Context: an optimization exercise on an open-source flow, tuned for small area, a short achievable clock period and few clock cycles per item. The choices shown serve that exercise and are no tape-out recipe. Where RTL was checked, it was by simulation tests only, not by an equivalence proof against the original.

==> inputs of run P <==
Design babe_dectree, start of the top module:
module babe_dectree (
    input  wire        clk,
    input  wire        rst,
    input  wire        start,
    input  wire        first,
    input  wire [15:0] img_w,
    input  wire [15:0] stripe_y,
    input  wire [15:0] stripe_h,
    output wire        busy,
    output wire        fault,
    input  wire        in_valid,
    input  wire [7:0]  in_data,
    output wire        in_ready,
    output wire        job_valid,
    input  wire        job_ready,
    output wire [15:0] job_x,
    output wire [15:0] job_y,
    output wire [15:0] job_w,
    output wire [15:0] job_h,
    output wire [23:0] job_pal,
    output wire [7:0]  job_idx
);
Settings: LEC_CHECK=0, CAP_MARGIN=20, CORE_MARGIN=2, CORE_UTILIZATION=40, PLACE_DENSITY=0.6, SETUP_SLACK_MARGIN=1.7, SLEW_MARGIN=20; clock period 6.0 ns.
run.sh (not shown) runs the stock make flow with config.mk's settings and CLKGATE_MAP_FILE= SYNTH_SCRIPT=/design/flow/synth_recipe.tcl, a recipe that flattens the netlist after the stock synthesis.
==> run G (differences from run P) <==
--- a/flow/design.v
+++ b/flow/design.v
@@ -94,48 +94,10 @@
             msb16 = 4'd0;
             for (j = 0; j < 16; j = j + 1)
                 if (v[j]) msb16 = j;
         end
     endfunction
-    function [2:0] cnt4;         
-        input [3:0] m;
-        begin
-            cnt4[0] = ^m;
-            cnt4[2] = &m;
-            cnt4[1] = ((m[0] & m[1]) | (m[2] & m[3]) | ((m[0] ^ m[1]) & (m[2] ^ m[3]))) & ~(&m);
-        end
-    endfunction
-    function [4:0] add53;        
-        input [4:0] g;
-        input [2:0] l;
-        reg [2:0] p, k;
-        reg c1, c2, c3, c4;
-        begin
-            p = g[2:0] ^ l;
-            k = g[2:0] & l;
-            c1 = k[0];
-            c2 = k[1] | (p[1] & k[0]);
-            c3 = k[2] | (p[2] & k[1]) | (p[2] & p[1] & k[0]);
-            c4 = g[3] & c3;
-            add53 = {g[4] ^ c4, g[3] ^ c3, p[2] ^ c2, p[1] ^ c1, p[0]};
-        end
-    endfunction
-    function ge17;               
-        input [16:0] a, b;
-        reg [31:0] gt, eq;
-        integer l, j;
-        begin
-            gt = {15'd0, a & ~b};
-            eq = {15'h7fff, ~(a ^ b)};
-            for (l = 1; l < 32; l = l * 2)
-                for (j = 0; j < 32; j = j + 2 * l) begin
-                    gt[j] = gt[j + l] | (eq[j + l] & gt[j]);
-                    eq[j] = eq[j + l] & eq[j];
-                end
-            ge17 = gt[0] | eq[0];
-        end
-    endfunction
     function is1;                
         input [15:0] v;
         input        i;
         is1 = i ? (v == 16'd0) : (v == 16'd1);
     endfunction
@@ -150,23 +112,12 @@
     wire [15:0] h_hi = inc16(h_lo, h[0]);
     wire [15:0] fw = nge ? w_lo : w;
     wire [15:0] fh = nge ? h : h_lo;
     wire [15:0] sw = nge ? w_hi : w;
     wire [15:0] sh = nge ? h : h_hi;
-    wire [16:0] fa_op = nge ? {1'b0, w} : {w, 1'b1};
-    wire [16:0] fb_op = nge ? {h, 1'b0} : {1'b0, h};
-    wire f_ge = ge17(fa_op, fb_op);
-    wire [15:0] hlow;            
-    genvar gi;
-    generate
-        for (gi = 0; gi < 16; gi = gi + 1) begin : hl
-            if (gi == 0) assign hlow[gi] = 1'b1;
-            else         assign hlow[gi] = ~(|h[gi-1:0]);
-        end
-    endgenerate
-    wire w_lo_p1_h = &(~((w_lo ^ h) ^ hlow));      
-    wire s_ge_n = nge ? (f_ge || (w[0] && w_lo_p1_h)) : ge17({w, 1'b0}, {1'b0, h});
+    wire f_ge = nge ? ({1'b0, w} >= {h, 1'b0}) : ({w, 1'b1} >= {1'b0, h});
+    wire s_ge_n = nge ? (w_hi >= h) : ({w, 1'b0} >= {1'b0, h});
     wire f_fun = (is23(fw, 1'b0) && is1(fh, 1'b0)) || (is1(fw, 1'b0) && is23(fh, 1'b0));
     wire s_fun = (is23(sw, 1'b0) && is1(sh, 1'b0)) || (is1(sw, 1'b0) && is23(sh, 1'b0));
     wire s_un  = (w == 16'd2 && h == 16'd1) || (w == 16'd1 && h == 16'd2);
     wire b0  = bb[BW-1];
     wire b1  = bb[BW-2];
@@ -207,53 +158,43 @@
     wire        r_h1  = r_ih ? h_0 : h_1;
     wire        r_w23 = r_iw ? (w_1 || (w_23 && !r_vw[0])) : w_23;
     wire        r_h23 = r_ih ? (h_1 || (h_23 && !r_vh[0])) : h_23;
     wire        r_un  = r_w1 && r_h1;
     wire        r_fun = (r_w23 && r_h1) || (r_w1 && r_h23);
-    wire [7:0]  g_any;
-    wire [1:0]  g_j  [0:7];
-    wire [2:0]  g_la [0:7];
-    wire [2:0]  g_lb [0:7];
-    genvar gk;
-    generate
-        for (gk = 0; gk < 8; gk = gk + 1) begin : grp
-            wire [3:0] pr = prest[4*gk +: 4];
-            wire [3:0] dr = s_dir[4*gk +: 4];
-            wire [3:0] m  = {pr[3], |pr[3:2], |pr[3:1], 1'b1};
-            assign g_any[gk] = |pr;
-            assign g_j[gk]   = pr[3] ? 2'd3 : pr[2] ? 2'd2 : pr[1] ? 2'd1 : 2'd0;
-            assign g_la[gk]  = cnt4(dr & m);
-            assign g_lb[gk]  = cnt4(~dr & m);
-        end
-    endgenerate
     reg [31:0] q_h;
     reg [4:0]  q_d;
     reg [4:0]  q_base, q_bb;
     reg [2:0]  q_loc, q_lb;
+    reg [3:0]  q_g, q_n;
     integer i, k;
     always @(*) begin
-        q_h = 32'd0;
+        for (i = 0; i < 32; i = i + 1)
+            q_h[i] = prest[i] && !(|(prest >> (i + 1)));
         q_d = 5'd0;
+        for (i = 0; i < 32; i = i + 1)
+            if (q_h[i]) q_d = q_d | i;
         q_base = 5'd0;
         q_bb = 5'd0;
-        q_loc = 3'd0;
-        q_lb = 3'd0;
-        for (k = 0; k < 8; k = k + 1)
-            if (g_any[k] && !(|(g_any >> (k + 1)))) begin
-                q_h[4*k + g_j[k]] = 1'b1;
-                q_d = q_d | (4 * k + g_j[k]);
-                if (k != 0) begin
-                    q_base = q_base | s_a[k == 0 ? 1 : k];
-                    q_bb   = q_bb | (4 * k - s_a[k == 0 ? 1 : k]);
-                end
-                q_loc = q_loc | g_la[k];
-                q_lb  = q_lb | g_lb[k];
+        for (k = 1; k < 8; k = k + 1)
+            if (|q_h[4*k +: 4]) begin
+                q_base = q_base | s_a[k];
+                q_bb   = q_bb | (4 * k - s_a[k]);
             end
+        q_g = 4'd0;
+        for (k = 0; k < 8; k = k + 1)
+            if (|q_h[4*k +: 4]) q_g = s_dir[4*k +: 4];
+        q_n = 4'd0;
+        for (i = 0; i < 32; i = i + 1)
+            if (q_h[i]) q_n = q_n | ~(4'b1110 << (i & 3));
+        q_loc = {2'd0, q_g[0] & q_n[0]} + {2'd0, q_g[1] & q_n[1]} +
+                {2'd0, q_g[2] & q_n[2]} + {2'd0, q_g[3] & q_n[3]};
+        q_lb  = {2'd0, !q_g[0] & q_n[0]} + {2'd0, !q_g[1] & q_n[1]} +
+                {2'd0, !q_g[2] & q_n[2]} + {2'd0, !q_g[3] & q_n[3]};
     end
     wire       q_v = |prest;
-    wire [4:0] q_a = add53(q_base, q_loc);
-    wire [4:0] q_b = add53(q_bb, q_lb);
+    wire [4:0] q_a = q_base + {2'd0, q_loc};
+    wire [4:0] q_b = q_bb + {2'd0, q_lb};
     wire [15:0] xe_t = xe + tvw + {15'd0, tiw};
     wire [15:0] ye_t = ye + tvh + {15'd0, tih};
     wire [15:0] xe_f = xe + ~w_lo + {15'd0, !w[0]};
     wire [15:0] ye_f = ye + ~h_lo + {15'd0, !h[0]};
     wire [15:0] x_n  = xe - w;
@@ -293,10 +234,37 @@
             tv_nx  = p2v;
             un_nx  = tun;
             fun_nx = tfun;
         end
     end
+    wire [BW+7:0] av0 = {bb, 8'd0};
+    wire [4:0] c8 = c + 5'd8;
+    wire n_n0 = (c <= LIM) && need_fn(c, av0[BW+7 -: 11], tv, nun, nfun);
+    wire n_n1 = (c8 <= LIM) && need_fn(c8, av[BW+7 -: 11], tv, nun, nfun);
+    wire n_d0 = (c - 5'd1 <= LIM) && need_fn(c - 5'd1, av0[BW+6 -: 11], 1'b1, nfun, f_fun);
+    wire n_d1 = (c8 - 5'd1 <= LIM) && need_fn(c8 - 5'd1, av[BW+6 -: 11], 1'b1, nfun, f_fun);
+    wire n_m0 = (c - 5'd10 <= LIM) && need_fn(c - 5'd10, av0[BW-3 -: 11], tv, s_un, s_fun);
+    wire n_m1 = (c8 - 5'd10 <= LIM) && need_fn(c8 - 5'd10, av[BW-3 -: 11], tv, s_un, s_fun);
+    wire n_p0 = (c - 5'd9 <= LIM) && need_fn(c - 5'd9, av0[BW-2 -: 11], p2v, tun, tfun);
+    wire n_p1 = (c8 - 5'd9 <= LIM) && need_fn(c8 - 5'd9, av[BW-2 -: 11], p2v, tun, tfun);
+    wire [4:0] c_st = first ? 5'd0 : c;
+    wire n_st = (c_st <= LIM) && need_fn(c_st, first ? 11'd0 : av0[BW+7 -: 11], 1'b0, un_nx, fun_nx);
+    reg ir_nx;
+    always @(*) begin
+        if (!busy_r)
+            ir_nx = start && n_st;
+        else if (!walking || st_fault || (st_leaf && !tv))
+            ir_nx = 1'b0;
+        else if (st_pop)
+            ir_nx = load ? n_p1 : n_p0;
+        else if (st_merge)
+            ir_nx = load ? n_m1 : n_m0;
+        else if (st_desc)
+            ir_nx = load ? n_d1 : n_d0;
+        else
+            ir_nx = load ? n_n1 : n_n0;
+    end
     always @(posedge clk) begin
         if (rst) begin
             walking <= 1'b0;
             busy_r  <= 1'b0;
             fault_r <= 1'b0;
@@ -305,15 +273,11 @@
         end else begin
             walking <= walk_next;
             jv      <= jv_next;
             if (!busy_r) busy_r <= start;
             else         busy_r <= walk_next || jv_next;
-            if (!busy_r)
-                ir <= start && (first || c0);
-            else
-                ir <= walk_next && (cs_nx <= LIM) &&
-                      need_fn(cs_nx, bs_nx[BW-1:BW-11], tv_nx, un_nx, fun_nx);
+            ir <= ir_nx;
             bb  <= bs_nx;
             c   <= cs_nx;
             tv  <= tv_nx;
             nun <= un_nx;
             nfun <= fun_nx;
@@ -322,11 +286,11 @@
                 fault_r <= 1'b0;
                 xe  <= img_w;
                 ye  <= stripe_y + stripe_h;
                 w   <= img_w;
                 h   <= stripe_h;
-                nge <= ge17({1'b0, img_w}, {1'b0, stripe_h});
+                nge <= (img_w >= stripe_h);
                 gw  <= img_w;
                 gh  <= stripe_h;
                 mw  <= msb16(img_w);
                 mh  <= msb16(stripe_h);
                 nd  <= 5'd0;
Settings changed: SETUP_SLACK_MARGIN 1.7 to 2.5.
==> results.txt <==
Against run P, the via count of run G is larger by about 1.8%.
Between run G and run P, the lower first-iteration DRC count is in run P (gap 4.4%, measured against run P).
Of run P and run G, run G has the higher global-route usage (gap 0.19 points).
Count of clock-buffer cells in the layout: run P is lower than run G (5).
Between run P and run G, the lower utilization is in run P (gap 2.6 points).
In run P the sequential share of layout area is higher than in run G, by 1.6 points.
Testbench counts of run P, summed over its fixed seeds: cycles 11,584, jobs 6,997.
Function not checked in run G: the RTL went through the layout flow alone.

-- what the ideal ports hide --
How much do the figures lean on ideal ports? The routed layouts below were timed once more, with nothing changed but the port constraints. Step 1 assumes that a clkbuf_16 drives the clock port and a buf_2 every other input. Step 2, shift: input delay + t, output delay - t, t = (earliest + latest rising clock arrival at the registers) / 2. This alone moves slack from input paths to output paths. Three values: ideal, step 1, step 2; two values: the first two.
| run | t (ns) | setup slack, ns | slew at the worst register clock pin (ns) |
|---|---|---|---|
| run P | 0.748 | 1.787 / 1.787 / 1.301 | 0.07 / 0.07 |
| run G | 0.706 | 1.942 / 1.942 / 1.880 | 0.07 / 0.07 |
After both steps setup and hold are still met in every run listed. The setup slack of run P, which loses most, moves by 0.000 ns with the drivers and by -0.486 ns with both steps.
